Source: an optimization exercise on an open RTL-to-GDS flow (aim: small area, a short achievable clock period and few clock cycles per item). Production flows keep margins and buffers that such runs may drop. Only simulation tests tie the RTL to the original design; equivalence was not proved.

File: design.v
module photon_mix (
    input  wire [31:0] x,    
    output wire [31:0] y
);
    wire t32 = x[12] ^ x[19];
    wire t33 = x[0] ^ x[18];
    wire t34 = x[17] ^ x[29];
    wire t35 = x[1] ^ x[13];
    wire t36 = x[16] ^ x[28];
    wire t37 = x[15] ^ x[31];
    wire t38 = x[8] ^ x[25];
    wire t39 = x[22] ^ x[26];
    wire t40 = x[4] ^ x[23];
    wire t41 = x[7] ^ x[24];
    wire t42 = x[6] ^ x[30];
    wire t43 = x[11] ^ x[21];
    wire t44 = x[3] ^ x[27];
    wire t45 = x[2] ^ x[5];
    wire t46 = x[9] ^ x[14];
    wire t47 = x[20] ^ t32;
    wire t48 = t35 ^ t38;
    wire t49 = x[10] ^ x[21];
    wire t50 = t34 ^ t39;
    wire t51 = t33 ^ t42;
    wire t52 = t32 ^ t43;
    wire t53 = x[20] ^ x[25];
    wire t54 = x[10] ^ x[29];
    wire t55 = x[12] ^ x[24];
    wire t56 = x[9] ^ x[28];
    wire t57 = x[5] ^ x[22];
    wire t58 = x[14] ^ x[23];
    wire t59 = x[1] ^ x[17];
    wire t60 = x[18] ^ t45;
    wire t61 = x[2] ^ x[23];
    wire t62 = x[7] ^ x[15];
    wire t63 = x[6] ^ x[11];
    wire t64 = x[9] ^ t36;
    wire t65 = x[27] ^ t41;
    wire t66 = t37 ^ t49;
    wire t67 = t40 ^ t56;
    wire t68 = t33 ^ t40;
    wire t69 = x[20] ^ t41;
    wire t70 = t36 ^ t38;
    wire t71 = x[3] ^ x[24];
    wire t72 = x[13] ^ t46;
    wire t73 = t39 ^ t59;
    wire t74 = t34 ^ t43;
    wire t75 = x[21] ^ t48;
    wire t76 = x[31] ^ t47;
    wire t77 = x[30] ^ t60;
    wire t78 = x[16] ^ x[19];
    wire t79 = x[4] ^ x[14];
    wire t80 = x[0] ^ x[8];
    wire t81 = t35 ^ t37;
    wire t82 = t50 ^ t65;
    wire t83 = x[26] ^ t42;
    wire t84 = x[18] ^ t44;
    wire t85 = x[28] ^ t58;
    wire t86 = t36 ^ t63;
    wire t87 = x[29] ^ t78;
    wire t88 = t44 ^ t54;
    wire t89 = x[28] ^ t45;
    wire t90 = t42 ^ t62;
    wire t91 = x[13] ^ t57;
    wire t92 = t34 ^ t36;
    wire t93 = t41 ^ t57;
    wire t94 = x[24] ^ t35;
    wire t95 = t37 ^ t71;
    wire t96 = t53 ^ t64;
    wire t97 = x[12] ^ x[14];
    wire t98 = t44 ^ t68;
    wire t99 = t83 ^ t95;
    wire t100 = x[5] ^ t74;
    wire t101 = x[16] ^ x[23];
    wire t102 = t50 ^ t89;
    wire t103 = t48 ^ t52;
    wire t104 = t37 ^ t85;
    wire t105 = t48 ^ t51;
    wire t106 = t33 ^ t47;
    wire t107 = t46 ^ t47;
    wire t108 = t66 ^ t93;
    wire t109 = x[10] ^ t67;
    wire t110 = x[11] ^ t69;
    wire t111 = t40 ^ t76;
    wire t112 = t54 ^ t77;
    wire t113 = x[12] ^ x[27];
    wire t114 = x[7] ^ x[30];
    wire t115 = x[17] ^ x[25];
    wire t116 = x[0] ^ x[12];
    wire t117 = x[2] ^ x[8];
    wire t118 = x[22] ^ x[30];
    wire t119 = x[11] ^ x[22];
    wire t120 = x[12] ^ x[31];
    wire t121 = x[2] ^ x[10];
    wire t122 = x[24] ^ x[27];
    wire t123 = x[4] ^ x[8];
    wire t124 = x[15] ^ x[30];
    wire t125 = x[10] ^ x[16];
    wire t126 = x[15] ^ x[22];
    wire t127 = x[2] ^ x[30];
    wire t128 = x[0] ^ x[14];
    wire t129 = x[6] ^ t121;
    wire t130 = x[3] ^ t62;
    wire t131 = x[5] ^ t55;
    wire t132 = t43 ^ t61;
    wire t133 = t39 ^ t44;
    wire t134 = x[20] ^ t120;
    wire t135 = t58 ^ t126;
    wire t136 = t53 ^ t55;
    wire t137 = t40 ^ t116;
    wire t138 = t35 ^ t117;
    wire t139 = t101 ^ t115;
    wire t140 = t61 ^ t114;
    wire t141 = t61 ^ t119;
    wire t142 = x[19] ^ t63;
    wire t143 = t37 ^ t80;
    wire t144 = t41 ^ t80;
    wire t145 = x[1] ^ t32;
    wire t146 = t53 ^ t113;
    wire t147 = t39 ^ t46;
    wire t148 = t32 ^ t45;
    wire t149 = t38 ^ t49;
    wire t150 = x[17] ^ t118;
    wire t151 = t33 ^ t124;
    wire t152 = t70 ^ t129;
    wire t153 = t51 ^ t87;
    wire t154 = t68 ^ t73;
    wire t155 = t94 ^ t147;
    wire t156 = t64 ^ t66;
    wire t157 = t34 ^ t142;
    wire t158 = x[0] ^ t139;
    wire t159 = t74 ^ t91;
    wire t160 = t51 ^ t134;
    wire t161 = t52 ^ t133;
    wire t162 = t91 ^ t123;
    wire t163 = t70 ^ t79;
    wire t164 = t69 ^ t72;
    wire t165 = t92 ^ t148;
    wire t166 = t73 ^ t140;
    wire t167 = t81 ^ t87;
    wire t168 = t86 ^ t88;
    wire t169 = x[26] ^ t52;
    wire t170 = t73 ^ t84;
    wire t171 = x[16] ^ t60;
    wire t172 = t72 ^ t151;
    wire t173 = t79 ^ t130;
    wire t174 = t51 ^ t145;
    wire t175 = t84 ^ t141;
    wire t176 = x[13] ^ t52;
    wire t177 = t55 ^ t72;
    wire t178 = t70 ^ t128;
    wire t179 = t42 ^ t137;
    wire t180 = t125 ^ t132;
    wire t181 = x[26] ^ t68;
    wire t182 = t86 ^ t136;
    wire t183 = t67 ^ t81;
    wire t184 = x[3] ^ t144;
    wire t185 = t64 ^ t131;
    wire t186 = x[6] ^ t66;
    wire t187 = t58 ^ t146;
    wire t188 = t102 ^ t172;
    wire t189 = t92 ^ t103;
    wire t190 = t98 ^ t156;
    wire t191 = t104 ^ t122;
    wire t192 = t82 ^ t106;
    wire t193 = t94 ^ t157;
    wire t194 = t135 ^ t153;
    wire t195 = x[19] ^ t96;
    wire t196 = t44 ^ t105;
    wire t197 = t154 ^ t182;
    wire t198 = t99 ^ t100;
    wire t199 = t98 ^ t103;
    wire t200 = t165 ^ t181;
    wire t201 = t161 ^ t178;
    wire t202 = t75 ^ t185;
    wire t203 = t97 ^ t105;
    wire t204 = t104 ^ t174;
    wire t205 = t107 ^ t166;
    wire t206 = t149 ^ t160;
    wire t207 = t110 ^ t127;
    wire t208 = t76 ^ t162;
    wire t209 = t50 ^ t152;
    wire t210 = t102 ^ t107;
    wire t211 = t100 ^ t179;
    wire t212 = t82 ^ t183;
    wire t213 = t155 ^ t171;
    wire t214 = t77 ^ t109;
    wire t215 = t110 ^ t163;
    wire t216 = t170 ^ t186;
    wire t217 = t65 ^ t75;
    wire t218 = t108 ^ t158;
    wire t219 = t90 ^ t175;
    wire t220 = t106 ^ t159;
    wire t221 = t99 ^ t176;
    wire t222 = t167 ^ t207;
    wire t223 = t200 ^ t217;
    wire t224 = t196 ^ t210;
    wire t225 = t164 ^ t211;
    wire t226 = t111 ^ t213;
    wire t227 = t143 ^ t205;
    wire t228 = t108 ^ t203;
    wire t229 = t82 ^ t206;
    wire t230 = t111 ^ t184;
    wire t231 = t191 ^ t220;
    wire t232 = t112 ^ t187;
    wire t233 = t169 ^ t214;
    wire t234 = t195 ^ t198;
    wire t235 = t177 ^ t209;
    wire t236 = t168 ^ t208;
    wire t237 = t109 ^ t193;
    wire t238 = t173 ^ t189;
    wire t239 = t112 ^ t215;
    wire t240 = t180 ^ t192;
    wire t241 = t88 ^ t204;
    wire t242 = t90 ^ t201;
    wire t243 = t138 ^ t190;
    wire t244 = t96 ^ t216;
    wire t245 = t75 ^ t194;
    wire t246 = t150 ^ t199;
    assign y[0] = t221;
    assign y[1] = t242;
    assign y[2] = t212;
    assign y[3] = t232;
    assign y[4] = t226;
    assign y[5] = t244;
    assign y[6] = t240;
    assign y[7] = t246;
    assign y[8] = t235;
    assign y[9] = t219;
    assign y[10] = t230;
    assign y[11] = t202;
    assign y[12] = t229;
    assign y[13] = t237;
    assign y[14] = t239;
    assign y[15] = t234;
    assign y[16] = t224;
    assign y[17] = t218;
    assign y[18] = t197;
    assign y[19] = t223;
    assign y[20] = t228;
    assign y[21] = t233;
    assign y[22] = t236;
    assign y[23] = t225;
    assign y[24] = t222;
    assign y[25] = t238;
    assign y[26] = t188;
    assign y[27] = t241;
    assign y[28] = t243;
    assign y[29] = t231;
    assign y[30] = t245;
    assign y[31] = t227;
endmodule
module photon_sbsr (
    input  wire [255:0] s_in,
    output wire [255:0] s_out
);
    localparam [63:0] SBOX = 64'h2174_8FE3_DA09_B65C;       
    function [3:0] sbox;
        input [3:0] x;
        begin
            sbox = SBOX[{x, 2'b00} +: 4];
        end
    endfunction
    genvar i, j;
    generate
        for (i = 0; i < 8; i = i + 1) begin : g_row
            for (j = 0; j < 8; j = j + 1) begin : g_col
                assign s_out[4*(8*i+j) +: 4] = sbox(s_in[4*(8*i + ((j + i) % 8)) +: 4]);
            end
        end
    endgenerate
endmodule
module photon_mc (
    input  wire [255:0] s_in,
    output wire [255:0] s_out
);
    genvar i, j;
    generate
        for (j = 0; j < 8; j = j + 1) begin : g_mix
            wire [31:0] col, mc;
            for (i = 0; i < 8; i = i + 1) begin : g_io
                assign col[4*i +: 4] = s_in[4*(8*i+j) +: 4];
                assign s_out[4*(8*i+j) +: 4] = mc[4*i +: 4];
            end
            photon_mix u_mix (.x(col), .y(mc));
        end
    endgenerate
endmodule
module photon_perm (
    input  wire         clk,
    input  wire         rst,         
    input  wire         in_valid,
    output wire         in_ready,
    input  wire [255:0] in_state,
    output wire         out_valid,
    input  wire         out_ready,
    output wire [255:0] out_state
);
    localparam [63:0] RCR = 64'h0000_A529_C6BD_E731;    
    localparam [31:0] IC  = 32'h8CEF_7310;              
    reg [255:0] a, b;
    reg         va, vb;      
    reg [3:0]   ra, rb;      
    reg         bdone;       
    reg  cont;                              
    wire en   = !bdone || out_ready;        
    assign in_ready  = !vb || (bdone && out_ready);
    assign out_valid = bdone;
    assign out_state = b;
    wire take = in_valid && in_ready;
    reg  [3:0]  rc;
    wire [3:0]  rn = cont ? rb + 4'd1 : 4'd0;
    wire        cont_n = va && (ra != 4'd11);
    wire [31:0] k;
    wire [255:0] x = cont ? b : in_state;
    wire [255:0] x_ac;
    genvar i, j;
    generate
        for (i = 0; i < 8; i = i + 1) begin : g_row
            assign k[4*i +: 4] = rc ^ IC[4*i +: 4];
            for (j = 0; j < 8; j = j + 1) begin : g_col
                if (j == 0) begin : g_ac
                    assign x_ac[4*(8*i+j) +: 4] = x[4*(8*i+j) +: 4] ^ k[4*i +: 4];
                end else begin : g_nac
                    assign x_ac[4*(8*i+j) +: 4] = x[4*(8*i+j) +: 4];
                end
            end
        end
    endgenerate
    wire [255:0] a_d, b_d;
    photon_sbsr u_sbsr (.s_in(x_ac), .s_out(a_d));
    photon_mc   u_mc   (.s_in(a),    .s_out(b_d));
    always @(posedge clk) begin
        if (en) begin
            a <= a_d;
            b <= b_d;
            ra <= rn;
            rb <= ra;
        end
    end
    always @(posedge clk) begin
        if (rst) begin
            rc    <= RCR[3:0];
            va    <= 1'b0;
            vb    <= 1'b0;
            bdone <= 1'b0;
            cont  <= 1'b0;
        end else if (en) begin
            cont  <= cont_n;
            va    <= cont || take;
            vb    <= va;
            bdone <= va && (ra == 4'd11);
            rc    <= cont_n ? RCR[{ra + 4'd1, 2'b00} +: 4] : RCR[3:0];
        end
    end
endmodule
File: flow/run.sh
#!/bin/bash
# Own layout flow: the standard flow (standard.sh) with a different
# technology mapping in synthesis (flow/synth.tcl: the same synthesis script,
# but no adder extraction and ABC run with flow/abc.script) and smaller port
# buffers. Each tool's output goes to its own log in the work folder.
set -euo pipefail
W=$PWD
EXTRA=()
[ -f flow/extra.txt ] && mapfile -t EXTRA < <(grep -v '^#' flow/extra.txt | grep .)
bash standard.sh \
  SYNTH_SCRIPT=$W/flow/synth.tcl \
  BENCHV_ABC_SCRIPT=$W/flow/abc.script \
  "${EXTRA[@]}" \
  finish > $W/flow_make.log 2>&1
mkdir -p $W/flow_logs
cp -r $W/orfs/logs/* $W/flow_logs/ 2>/dev/null || true
test -f $W/out/final.def
File: flow/abc.script
&get -n
&st
&dch
&nf
&st
&syn2
&if -g -K 6
&synch2
&nf
&st
&syn2
&if -g -K 6
&synch2
&nf
&st
&syn2
&if -g -K 6
&synch2
&nf
&st
&syn2
&if -g -K 6
&synch2
&nf
&st
&syn2
&if -g -K 6
&synch2
&nf
&put
buffer -c
topo
stime -c
upsize -c
dnsize -c
File: flow/extra.txt
# extra make variables, one per line
BUFFER_PORTS_ARGS=-buffer_cell sky130_fd_sc_hd__buf_2
File: flow/synth.tcl
# The standard flow's synthesis (synth_recipe.tcl) with two changes to the technology
# mapping only: no half/full-adder extraction, and ABC run with our script.
proc synth {args} { yosys synth -nofsm -noshare {*}$args }
proc extract_fa {args} { puts "extract_fa skipped" }
proc abc {args} {
  set i [lsearch -exact $args -script]
  if { $i >= 0 && [info exists ::env(BENCHV_ABC_SCRIPT)] } {
    lset args [expr {$i + 1}] $::env(BENCHV_ABC_SCRIPT)
  }
  set j [lsearch -exact $args -D]
  if { $j >= 0 && [info exists ::env(BENCHV_ABC_D)] } {
    lset args [expr {$j + 1}] $::env(BENCHV_ABC_D)
  }
  puts "abc $args"
  yosys abc {*}$args
}
source $::env(SCRIPTS_DIR)/synth.tcl
# left out here: clear keep_hierarchy, flatten, clean up, hide names made inside functions, write 1_2_yosys.v
File: standard.sh
#!/bin/bash
# synth_recipe.tcl (not shown) runs the flow's synth.tcl, then flattens the netlist and writes it again
# the make line also repeats each setting of config.mk as NAME=value (left out here)
make -C /OpenROAD-flow-scripts/flow DESIGN_CONFIG=/design/flow/config.mk WORK_HOME=/design/flow/orfs CLKGATE_MAP_FILE= SYNTH_SCRIPT=/design/flow/synth_recipe.tcl "${@:-finish}"
File: config.mk
export PLATFORM = sky130hd
export DESIGN_NAME = photon_perm
export DESIGN_NICKNAME = photon_perm
export VERILOG_FILES = /design/flow/design.v
export SDC_FILE = /design/flow/constraint.sdc
export NUM_CORES = 4
export LEC_CHECK = 0
export CAP_MARGIN = 20
export CORE_MARGIN = 2
export CORE_UTILIZATION = 40
export PLACE_DENSITY = 0.6
export SETUP_SLACK_MARGIN = 2.7
export SLEW_MARGIN = 20
File: constraint.sdc
create_clock -name core_clock -period 5.0 [get_ports {clk}]
set_input_delay 1.0000 -clock core_clock [delete_from_list [all_inputs] [get_ports {clk}]]
set_output_delay 1.0000 -clock core_clock [all_outputs]
set_load 0.01 [all_outputs]
==> results.tsv, run 1 <==
stage	metric	value	unit
global_routing	grt_remaining_overflow	0	
global_routing	antenna_found_initial	19	
cts	clock_sinks	528	
setup_path	crit_slowest_cell	edfxtp_1	
routing	via_per_inst	5.27	
setup_path	cp_top_family	flip-flops	
setup_path	cp.buffers_inverters	1	
cts	cts-root-buf	clkbuf_16	
yosys	synth.net_count	4195	
yosys	syn_area	0.0423	mm²
yosys	synth_top_area_frac	0.369	
timing	setup_ws	2.61	ns
timing	whs	0.474	ns
run_status	outcome	finished clean	
timing	fin_crit	2.39	ns
routing	routed_wl	154	mm
setup_path	cp-start-kind	register	
global_routing	grt_max_degree	159	
setup_path	crit_path_cell_trace	buf_2	
timing	max_freq	419	MHz
global_routing	grt_use_total	0.272	
yosys	synth_seq_cells	528	
yosys	syn_area_per_cell	10.7	µm²
yosys	netlist-cell-type-count	60	
timing	setup-tns-final	0	ns
floorplanning	core_area	0.105	mm²
layout	fill_cells	9596	
setup_path	cpPeakStageDelay	0.54	ns
timing	worstMarginPinSlew	1.07	ns
yosys	yosys_warnings	2	
yosys	synthTopCellsByArea	edfxtp_1 (37%), xnor2_1 (31%), xor2_1 (7.7%), mux2i_1 (5.5%), mux2_2 (2.9%)	
yosys	dominantRegCellSynth	edfxtp_1	
yosys	synth_area_leader_cell	edfxtp_1	
layout	drive_above_1_share	0.272	
floorplanning	die_y	329	µm
timing	skew	0.0286	ns
routing	drt_iter0_drc	2591	
cts	cts_made_buffers	67	
placed_design	place_congestion	0.975	
setup_path	critPathKind	register to output pin	
cts	cts_tree	yes	
timing	slew_headroom	0.288	
setup_path	cp.required	4.00	ns
setup_path	worstPathArrival	1.39	ns
routing	wl_per_cell	25.7	µm
placed_design	port_buffers	517	
cts	clk_latency	0.63	ns
floorplanning	num_io_pins	518	
floorplanning	rows	119	
routing	drc	0	
cts	clock_path_buffers	3	
yosys	yosysMostFrequentCell	xnor2_1	
cts	clk_pin_slew_worst_paths	0.06	ns
yosys	async_reset_ff_frac	0	
floorplanning	dieWidth	329	µm
yosys	postSynthCellCount	3935	
floorplanning	initial_core_util	0.402	
setup_path	path_max_fanout	2	
routing	firstDrtPassIters	5	
floorplanning	dieArea	0.108	mm²
routing	vias	31637	
hold_path	hold_class	register to register	
timing	hold_viol	0	
routing	antenna_left	0	
yosys	synth-seq-area-share	0.373	
yosys	synthTopCellsByCount	xnor2_1 (1,510), edfxtp_1 (520), xor2_1 (373), mux2i_1 (233), nand2_1 (186)	
global_routing	grt_first_pass_wirelength	211	mm
global_routing	grt_pass1_vias	29690	
job	cap_viol_max_count	0	
layout	nNetsFinal	4816	
timing	maxSlewViolCount	0	
timing	rsz0062_at_grt	true	
timing	setup_viol	0	
placed_design	dp_slack	1.46	ns
timing	layout_worst_path_cycle_share	0.477	
yosys	synth_edf_count	520	
cts	htree_levels	3	
placed_design	place_hpwl	118	mm
setup_path	setup.worst_path.end_class	output pin	
layout	areaGrowthSynthToFinish	24.9	%
final timing paths:
check	cells after the start	to	start	slack (ns)
max	1	out_state[108]	b[108]	2.61
min	2	vb	vb	0.47
max reg2reg	7	a[157]	cont	2.64
min reg2reg	2	vb	vb	0.47
cell type report:
| type | instances | area (µm²) | area share |
|---|---|---|---|
| Antenna cell | 7 | 17.5 | 0.000332 |
| Clock buffer | 81 | 1830 | 0.0347 |
| Clock inverter | 35 | 393 | 0.00744 |
| Inverter | 13 | 52.6 | 0.000995 |
| Multi-Input combinational cell | 3221 | 28300 | 0.536 |
| Sequential cell | 528 | 15800 | 0.299 |
| Tap cell | 1391 | 1740 | 0.0330 |
| Timing Repair Buffer | 725 | 4710 | 0.0891 |
layout by cell type, fill, tap and decap left out, drive strengths merged, types with 9 or more instances in the layout:
master,n
xnor2,1521
buf,721
edfxtp,520
xor2,379
mux2i,233
nand2,186
nor2,152
a21oi,140
mux2,129
o21ai,109
clkbuf,85
nor3,52
nand3,52
a221oi,34
a211oi,26
o22ai,25
and2,20
nor2b,19
or2,19
o211ai,18
clkinv,18
nand2b,17
a31oi,13
inv,13
clkinvlp,9
o31ai,9
xnor3,9
registers in the layout (all words and copies together) (netlist names):
register / cells
vb: 1
a: 256
bdone: 1
ra: 4
va: 1
rb: 4
b: 256
rc: 4
cont: 1
worst min-delay path: stages (launching register included):
cell and delay (ns):
dfxtp_1 0.31, nand2_1 0.05, a21oi_1 0.06
cell families after synthesis:
| group | share of synthesized area |
|---|---|
| AOI/OAI and AO/OA | 0.0571 |
| and+or+nand+nor | 0.0580 |
| buffers and inverters | 0.0180 |
| muxes | 0.0906 |
| xor gates and xnor gates | 0.403 |
| DFF | 0.373 |
metal layers:
layer,vias up,GRT usage,part of all wire
li1,14656,-,-
met1,15502,0.368,0.42
met2,1245,0.442,0.47
met3,224,0.0408,0.073
met4,10,0.102,0.038
met5,-,0,0.00038
timing repair:
item / 4_1_cts / 5_1_grt
cloned: 2 / 4
hold buffers: 0 / 0
pin swaps: 7 / 5
buffers inserted: 108 / 72
setup endpoints to repair: 992 / 560
resized for setup: 234 / 153
per-stage QoR:
| stage | cells | utilization | instance area (µm²) |
|---|---|---|---|
| after global placement | 5692 | 0.439 | 46200 |
| after global routing | 5996 | 0.502 | 52800 |
| after CTS | 5918 | 0.486 | 51100 |
| final | 6001 | 0.502 | 52800 |
| after floorplan | 3935 | - | 42300 |
| after detailed placement | 5692 | 0.439 | 46200 |
Testbench counts, summed over its fixed seeds: cycles 6,160, items 512.
==> run 2: changes to the inputs <==
==> flow/abc.script (replaced) <==
&get -n
&st
&dch
&nf -p
&put
topo
stime -c
==> run 2 against run 1 <==
Synthesized cell count shrank 6.3%. Critical path type is now register to register. Clock skew rose by 0.011 ns. Cell count fell by 1.0%. Worst hold slack better by 0.045 ns. Synthesized area fell by 4.2%. Worst setup slack improved by 0.011 ns. Via count fell by 2.0%. Core utilization increased by 2.8 points.
==> results.tsv, run 2 <==
stage	metric	value	unit	change
placed_design	dp_slack	1.54	ns	was 1.46 ns
global_routing	grt_first_pass_wirelength	207	mm	was 211 mm
layout	nNetsFinal	4786		was 4,816
setup_path	path_max_fanout	5		was 2
layout	final-seq-area	0.0158	mm²	about the same
timing	setup_viol	0		unchanged
floorplanning	rows	116		was 119
routing	routed_wl	152	mm	was 154 mm
setup_path	cp.required	5.35	ns	was 4.00 ns
yosys	synth_seq_cells	528		unchanged
layout	areaGrowthSynthToFinish	31.4	%	was 24.9%
layout	final_common_cell	xnor2_1		unchanged
timing	maxSlewViolCount	0		unchanged
global_routing	grt_max_degree	154		was 159
global_routing	grt_remaining_overflow	0		unchanged
floorplanning	num_io_pins	518		unchanged
yosys	synth.net_count	3948		was 4,195
floorplanning	core_area	0.100	mm²	was 0.105 mm²
cts	clock_path_buffers	3		unchanged
hold_path	hold_class	register to register		unchanged
setup_path	cp-start-kind	register		unchanged
timing	setup-tns-final	0	ns	unchanged
global_routing	grt_pass1_vias	29044		was 29,690
yosys	synthTopCellsByArea	edfxtp_1 (39%), xnor2_1 (30%), xor2_1 (12%), mux2i_1 (6.5%), o21ai_0 (1.9%)		was edfxtp_1 (37%), xnor2_1 (31%), xor2_1 (7.7%), mux2i_1 (5.5%), mux2_2 (2.9%)
yosys	yosys_warnings	2		unchanged
placed_design	place_congestion	1.01		was 0.975
setup_path	worstPathArrival	2.72	ns	was 1.39 ns
cts	cts_tree	yes		unchanged
setup_path	crit_slowest_cell	edfxtp_1		unchanged
global_routing	grt_use_total	0.280		was 0.272
run_status	outcome	finished clean		unchanged
global_routing	antenna_found_initial	11		was 19
yosys	postSynthCellCount	3688		was 3,935
timing	slew_headroom	0.377		was 0.288
timing	setup_ws	2.63	ns	was 2.61 ns
timing	max_freq	421	MHz	was 419 MHz
cts	clk_latency	0.64	ns	was 0.63 ns
layout	fill_cells	8748		was 9,596
yosys	syn_area	0.0405	mm²	was 0.0423 mm²
timing	worstMarginPinSlew	0.934	ns	was 1.07 ns
layout	layout_common_cells	xnor2_1 (1,244), edfxtp_1 (520), buf_2 (496)		was xnor2_1 (1,366), edfxtp_1 (520), buf_2 (509)
floorplanning	dieArea	0.104	mm²	was 0.108 mm²
timing	rsz0062_at_grt	true		unchanged
yosys	synth_edf_count	520		unchanged
placed_design	port_buffers	517		unchanged
cts	clk_pin_slew_worst_paths	0.07	ns	was 0.06 ns
setup_path	cp_top_family	XOR/XNOR gates		was flip-flops
floorplanning	die_y	322	µm	was 329 µm
setup_path	cpPeakStageDelay	0.64	ns	was 0.54 ns
job	cap_viol_max_count	0		unchanged
routing	via_per_inst	5.22		was 5.27
setup_path	crit_path_cell_trace	xor2_2 > xnor2_2 > xor2_2 > xnor2_1 > xor2_1		was buf_2
yosys	yosysMostFrequentCell	xnor2_1		unchanged
routing	vias	31009		was 31,637
timing	fin_crit	2.37	ns	was 2.39 ns
yosys	dominantRegCellSynth	edfxtp_1		unchanged
timing	hold_viol	0		unchanged
yosys	synthTopCellsByCount	xnor2_1 (1,374), xor2_1 (534), edfxtp_1 (520), mux2i_1 (261), nor2_1 (184)		was xnor2_1 (1,510), edfxtp_1 (520), xor2_1 (373), mux2i_1 (233), nand2_1 (186)
timing	skew	0.0394	ns	was 0.0286 ns
setup_path	path_common_cell	xor2_2		
routing	antenna_left	0		unchanged
layout	multi_input_area	0.0284	mm²	was 0.0283 mm²
routing	drt_iter0_drc	2933		was 2,591
layout	reg_top3	a: 256 flops, b: 256 flops		unchanged
setup_path	cp.buffers_inverters	0		was 1
setup_path	setup.worst_path.end_class	register		was output pin
yosys	synth_top_area_frac	0.386		was 0.369
routing	firstDrtPassIters	6		was 5
routing	wl_per_cell	25.6	µm	was 25.7 µm
yosys	synth_area_leader_cell	edfxtp_1		unchanged
cts	htree_levels	3		unchanged
cts	cts-root-buf	clkbuf_16		unchanged
placed_design	place_hpwl	117	mm	was 118 mm
floorplanning	dieWidth	322	µm	was 329 µm
yosys	netlist-cell-type-count	37		was 60
layout	drive_above_1_share	0.283		was 0.272
cts	cts_made_buffers	67		unchanged
yosys	synth-seq-area-share	0.389		was 0.373
cts	clock_sinks	528		unchanged
cts	postCtsHoldBufs	0		unchanged
floorplanning	initial_core_util	0.404		was 0.402
routing	drc	0		unchanged
yosys	syn_area_per_cell	11.0	µm²	was 10.7 µm²
yosys	async_reset_ff_frac	0		unchanged
setup_path	critPathKind	register to register		was register to output pin
timing	layout_worst_path_cycle_share	0.475		was 0.477
## run 2: cell types whose count changed after synthesis, moves of 44 or more
cell / previous run / this run
mux2_2: 110 / 0
buf_2: 44 / 0
xnor2_1: 1510 / 1374
o21ai_0: 53 / 155
mux2_1: 19 / 63
o21ai_1: 56 / 0
xor2_1: 373 / 534
clkbuf_1: 121 / 0
## run 2: layer usage
layer | wire [µm] | up-vias | GRT usage
li1 | - | 14285 | -
met1 | 64400 | 15124 | 0.383
met2 | 68400 | 1311 | 0.434
met3 | 11200 | 283 | 0.0432
met4 | 8120 | 6 | 0.132
met5 | 31 | - | 0
## run 2: final timing paths
| path | startpoint | endpoint | slack (ns) | cells after the start |
|---|---|---|---|---|
| min reg2reg | vb | vb | 0.52 | 2 |
| max reg2reg | a[174] | b[46] | 2.63 | 5 |
| max | a[174] | b[46] | 2.63 | 5 |
| min | vb | vb | 0.52 | 2 |
## run 2: logic make-up after synthesis
family	Yosys count	synth area share
buf+inv	18	0.00167
compound gates	405	0.0592
xor+xnor	1908	0.413
simple gates	505	0.0550
flops	528	0.389
mux	324	0.0820
## run 2: cell type report
cell class | instances | area share
timing repair buffer | 768 | 0.0965
timing repair inverter | 1 | 0.000212
sequential | 528 | 0.296
clock inverter | 39 | 0.00696
inverter | 18 | 0.00176
multi-input combinational | 3142 | 0.533
tap | 1357 | 0.0319
antenna | 6 | 0.000282
clock buffer | 80 | 0.0332
## run 2: through the flow
step           instance area, µm²  std cells   util  hold slack [ns]
6_report                    53200       5939  0.531            0.519
2_1_floorplan               40600       3688      -            0.443
4_1_cts                     50200       5805  0.501            0.504
3_3_place_gp                45200       5585  0.450            0.463
5_1_grt                     53200       5936  0.531            0.556
3_5_place_dp                45200       5585  0.450            0.484
## run 2: worst reg2reg max path, cell delays in order, from the launching register on
cell	delay [ns]
edfxtp_1	0.64
xor2_2	0.44
xnor2_2	0.23
xor2_2	0.26
xnor2_1	0.38
xor2_1	0.15
## run 2: what timing repair did
| action | CTS | global route |
|---|---|---|
| cloned | 2 | 7 |
| gates resized for setup | 309 | 293 |
| setup buffers | 99 | 121 |
| endpoints found under the setup margin | 515 | 487 |
| pin swaps | 7 | 18 |
| endpoints found under the hold margin | 0 | 0 |
==> run 3: changes to the inputs <==
==> flow/abc.script (replaced) <==
&get -n
&st
&dch
&nf
&st
&syn2
&if -g -K 6
&synch2
&nf
&st
&syn2
&if -g -K 6
&synch2
&nf
&st
&syn2
&if -g -K 6
&synch2
&nf
&st
&syn2
&if -g -K 6
&synch2
&nf
&st
&syn2
&if -g -K 6
&synch2
&nf
&put
buffer -c
topo
stime -c
upsize -c
dnsize -c
==> flow/extra.txt (replaced) <==
# extra make variables, one per line
BUFFER_PORTS_ARGS=-buffer_cell sky130_fd_sc_hd__buf_1
--- a/config.mk
+++ b/config.mk
@@ -7,7 +7,7 @@
 export LEC_CHECK = 0
 export CAP_MARGIN = 20
 export CORE_MARGIN = 2
-export CORE_UTILIZATION = 40
-export PLACE_DENSITY = 0.6
+export CORE_UTILIZATION = 65
+export PLACE_DENSITY = 0.75
 export SETUP_SLACK_MARGIN = 2.7
 export SLEW_MARGIN = 20
==> run 3 against run 2 <==
Sequential share of layout area increased by 1.9 points. Worst setup slack got worse by 0.012 ns. Sequential cell count unchanged.
==> results.tsv, run 3 <==
stage	metric	value	unit	change
floorplanning	die_y	259	µm	was 322 µm
setup_path	path_common_cell	xor2_1		was xor2_2
global_routing	antenna_found_initial	5		was 11
timing	max_freq	419	MHz	was 421 MHz
floorplanning	rows	93		was 116
job	cap_viol_max_count	0		unchanged
global_routing	grt_remaining_overflow	0		unchanged
yosys	syn_area	0.0423	mm²	was 0.0405 mm²
yosys	synth_top_area_frac	0.369		was 0.386
timing	worstMarginPinSlew	1.19	ns	was 0.934 ns
yosys	synth.net_count	4195		was 3,948
routing	via_per_inst	5.97		was 5.22
layout	areaGrowthSynthToFinish	18.2	%	was 31.4%
hold_path	hold-path-cell-count	2		unchanged
setup_path	startpoint	a[107]		was a[174]
setup_path	crit_slowest_cell	edfxtp_1		unchanged
setup_path	setup.worst_path.end_class	register		unchanged
timing	layout_worst_path_cycle_share	0.477		was 0.475
placed_design	place_congestion	1.03		was 1.01
setup_path	cp.required	5.41	ns	was 5.35 ns
yosys	synth_edf_count	520		unchanged
setup_path	path_max_fanout	4		was 5
floorplanning	dieArea	0.0671	mm²	was 0.104 mm²
hold_path	hold_class	register to register		unchanged
routing	vias	32304		was 31,009
setup_path	cpPeakStageDelay	0.57	ns	was 0.64 ns
yosys	synth_area_leader_cell	edfxtp_1		unchanged
setup_path	reg2reg_slack	2.61	ns	was 2.63 ns
placed_design	port_buffers	517		unchanged
routing	drc	0		unchanged
setup_path	crit_path_cell_trace	xor2_1 > xor2_1 > xnor2_1 > xor2_1 > xnor2_1		was xor2_2 > xnor2_2 > xor2_2 > xnor2_1 > xor2_1
cts	clk_pin_slew_worst_paths	0.07	ns	about the same
routing	wl_per_cell	25.2	µm	was 25.6 µm
setup_path	cp-start-kind	register		unchanged
layout	reg_top3	a: 256 flops, b: 256 flops		unchanged
cts	cts_made_buffers	57		was 67
setup_path	cp_top_family	XOR/XNOR gates		unchanged
yosys	netlist-cell-type-count	60		was 37
hold_path	hp-start	vb		unchanged
floorplanning	num_io_pins	518		unchanged
timing	whs	0.521	ns	was 0.519 ns
yosys	synth_seq_cells	528		unchanged
placed_design	place_hpwl	103	mm	was 117 mm
yosys	dominantRegCellSynth	edfxtp_1		unchanged
layout	nNetsFinal	4765		was 4,786
layout	final_common_cell	xnor2_1		unchanged
hold_path	min_to	vb		unchanged
yosys	syn_area_per_cell	10.7	µm²	was 11.0 µm²
layout	layout_common_cells	xnor2_1 (1,404), edfxtp_1 (520), buf_1 (505)		was xnor2_1 (1,244), edfxtp_1 (520), buf_2 (496)
cts	htree_levels	2		was 3
floorplanning	dieWidth	259	µm	was 322 µm
timing	setup-tns-final	0	ns	unchanged
global_routing	grt_max_degree	189		was 154
yosys	yosys_warnings	2		unchanged
timing	rsz0062_at_grt	true		unchanged
cts	clk_latency	0.65	ns	was 0.64 ns
floorplanning	initial_core_util	0.657		was 0.404
cts	postCtsHoldBufs	0		unchanged
cts	cts-root-buf	clkbuf_16		unchanged
timing	hold_viol	0		unchanged
timing	maxSlewViolCount	0		unchanged
global_routing	grt_pass1_vias	29706		was 29,044
placed_design	postPlaceCellArea	0.0448	mm²	was 0.0452 mm²
layout	drive_above_1_share	0.138		was 0.283
yosys	synthTopCellsByCount	xnor2_1 (1,510), edfxtp_1 (520), xor2_1 (373), mux2i_1 (233), nand2_1 (186)		was xnor2_1 (1,374), xor2_1 (534), edfxtp_1 (520), mux2i_1 (261), nor2_1 (184)
setup_path	critPathKind	register to register		unchanged
yosys	async_reset_ff_frac	0		unchanged
routing	drt_iter0_drc	3421		was 2,933
setup_path	reg2reg_from	a[107]		was a[174]
setup_path	r2r_end	b[168]		was b[46]
global_routing	grt_first_pass_wirelength	192	mm	was 207 mm
routing	routed_wl	136	mm	was 152 mm
global_routing	grt_use_total	0.389		was 0.280
yosys	synthTopCellsByArea	edfxtp_1 (37%), xnor2_1 (31%), xor2_1 (7.7%), mux2i_1 (5.5%), mux2_2 (2.9%)		was edfxtp_1 (39%), xnor2_1 (30%), xor2_1 (12%), mux2i_1 (6.5%), o21ai_0 (1.9%)
layout	final_util	0.777		was 0.531
yosys	postSynthCellCount	3935		was 3,688
timing	setup_viol	0		unchanged
timing	fin_crit	2.39	ns	was 2.37 ns
timing	slew_headroom	0.205		was 0.377
cts	cts_tree	yes		unchanged
timing	skew	0.0301	ns	was 0.0394 ns
yosys	synth-seq-area-share	0.373		was 0.389
yosys	yosysMostFrequentCell	xnor2_1		unchanged
routing	antenna_left	0		unchanged
setup_path	cp.buffers_inverters	0		unchanged
cts	clock_path_buffers	3		unchanged
layout	fill_cells	4378		was 8,748
setup_path	reg2reg_depth	5		unchanged
layout	finalInstanceArea	0.0500	mm²	was 0.0532 mm²
setup_path	worstPathArrival	2.80	ns	was 2.72 ns
routing	firstDrtPassIters	6		unchanged
run_status	outcome	finished clean		unchanged
floorplanning	core_area	0.0643	mm²	was 0.100 mm²
cts	clock_sinks	528		unchanged
-- run 3: cell types whose count changed after synthesis, moves of 31 or more --
| cell | previous run | this run |
|---|---|---|
| xor2_1 | 534 | 373 |
| mux2_2 | 0 | 110 |
| nor3_1 | 21 | 52 |
| clkbuf_1 | 0 | 121 |
| nor2_1 | 184 | 152 |
| a221oi_1 | 0 | 34 |
| o21ai_0 | 155 | 53 |
| o21ai_1 | 0 | 56 |
| a21oi_1 | 103 | 140 |
| nand3_1 | 17 | 52 |
| buf_2 | 0 | 44 |
| xnor2_1 | 1374 | 1510 |
| nand2b_1 | 60 | 17 |
| mux2_1 | 63 | 19 |
-- run 3: stage by stage --
stage / cells / setup slack, ns
after floorplan: 3935 / -4.50
after global placement: 5153 / 1.56
after detailed placement: 5153 / 1.52
after CTS: 5353 / 2.66
after global routing: 5409 / 2.59
final: 5410 / 2.61
-- run 3: cell families after synthesis --
family | after synthesis | synth area share
XOR/XNOR | 1912 | 0.403
buffers and inverters | 186 | 0.0180
multiplexers | 364 | 0.0906
AO/OA/AOI/OAI | 401 | 0.0571
AND/OR/NAND/NOR | 544 | 0.0580
flip-flops | 528 | 0.373
-- run 3: worst max path at each step --
stage / end / depth (start not counted)
final: b[168] / 5
after global routing: b[168] / 5
after CTS: out_state[108] / 1
after detailed placement: a[123] / 5
after global placement: b[121] / 5
after floorplan: a[0] / 3
-- run 3: routing by layer --
layer,part of all wire,track usage
met1,0.39,0.526
met2,0.46,0.610
met3,0.10,0.0716
met4,0.053,0.181
met5,0.00029,0
-- run 3: final cells by class --
class | count | area [µm²] | area share
repair buffers | 683 | 3470 | 0.0695
multi-input cells | 3221 | 27600 | 0.551
clock inverters | 37 | 469 | 0.00939
repair inverters | 1 | 5.00 | 0.000100
flip-flops and latches | 528 | 15800 | 0.316
clock buffers | 70 | 1560 | 0.0312
diodes | 2 | 5.00 | 0.000100
well taps | 855 | 1070 | 0.0214
inverters | 13 | 52.6 | 0.00105
-- run 3: what timing repair did --
| item | in CTS | in global routing |
|---|---|---|
| gates resized for setup | 133 | 150 |
| setup buffers | 91 | 54 |
| endpoints found under the hold margin | 0 | 0 |
| pin swaps | 4 | 9 |
| cloned | 2 | 1 |
| endpoints found under the setup margin | 958 | 540 |
-- run 3: tightest hold or removal path: stages (launching register included) --
cell	delay [ns]
dfxtp_1	0.34
nand2_1	0.07
a21oi_1	0.06

static timing again, ports no longer ideal:
Ports are ideal in the flow. The routed layouts listed here were re-timed in OpenROAD.
Step 1 (the two cells are an assumption about what drives the block):
set clk [get_ports {clk}]
set_driving_cell -lib_cell sky130_fd_sc_hd__clkbuf_16 $clk
set_driving_cell -lib_cell sky130_fd_sc_hd__buf_2 [delete_from_list [all_inputs] $clk]
Step 2 times the ports against the registers' clock, not the clock port: input delays grow and output delays shrink by t, the midpoint of the rising clock arrivals with the driver on.
a / b / c = no drivers / after step 1 / after step 2; a / b = the first two.
run	t (ns)	setup WS [ns]	cell pins on the clock port's net
run 1	0.685	2.614 / 2.543 / 2.010	1
run 2	0.685	2.626 / 2.561 / 2.017	1
run 3	0.701	2.614 / 2.577 / 2.044	1
After both steps setup and hold are still met in every run listed. For run 2, which loses most, drivers alone change the setup slack by -0.065 ns; drivers and shift together by -0.609 ns.
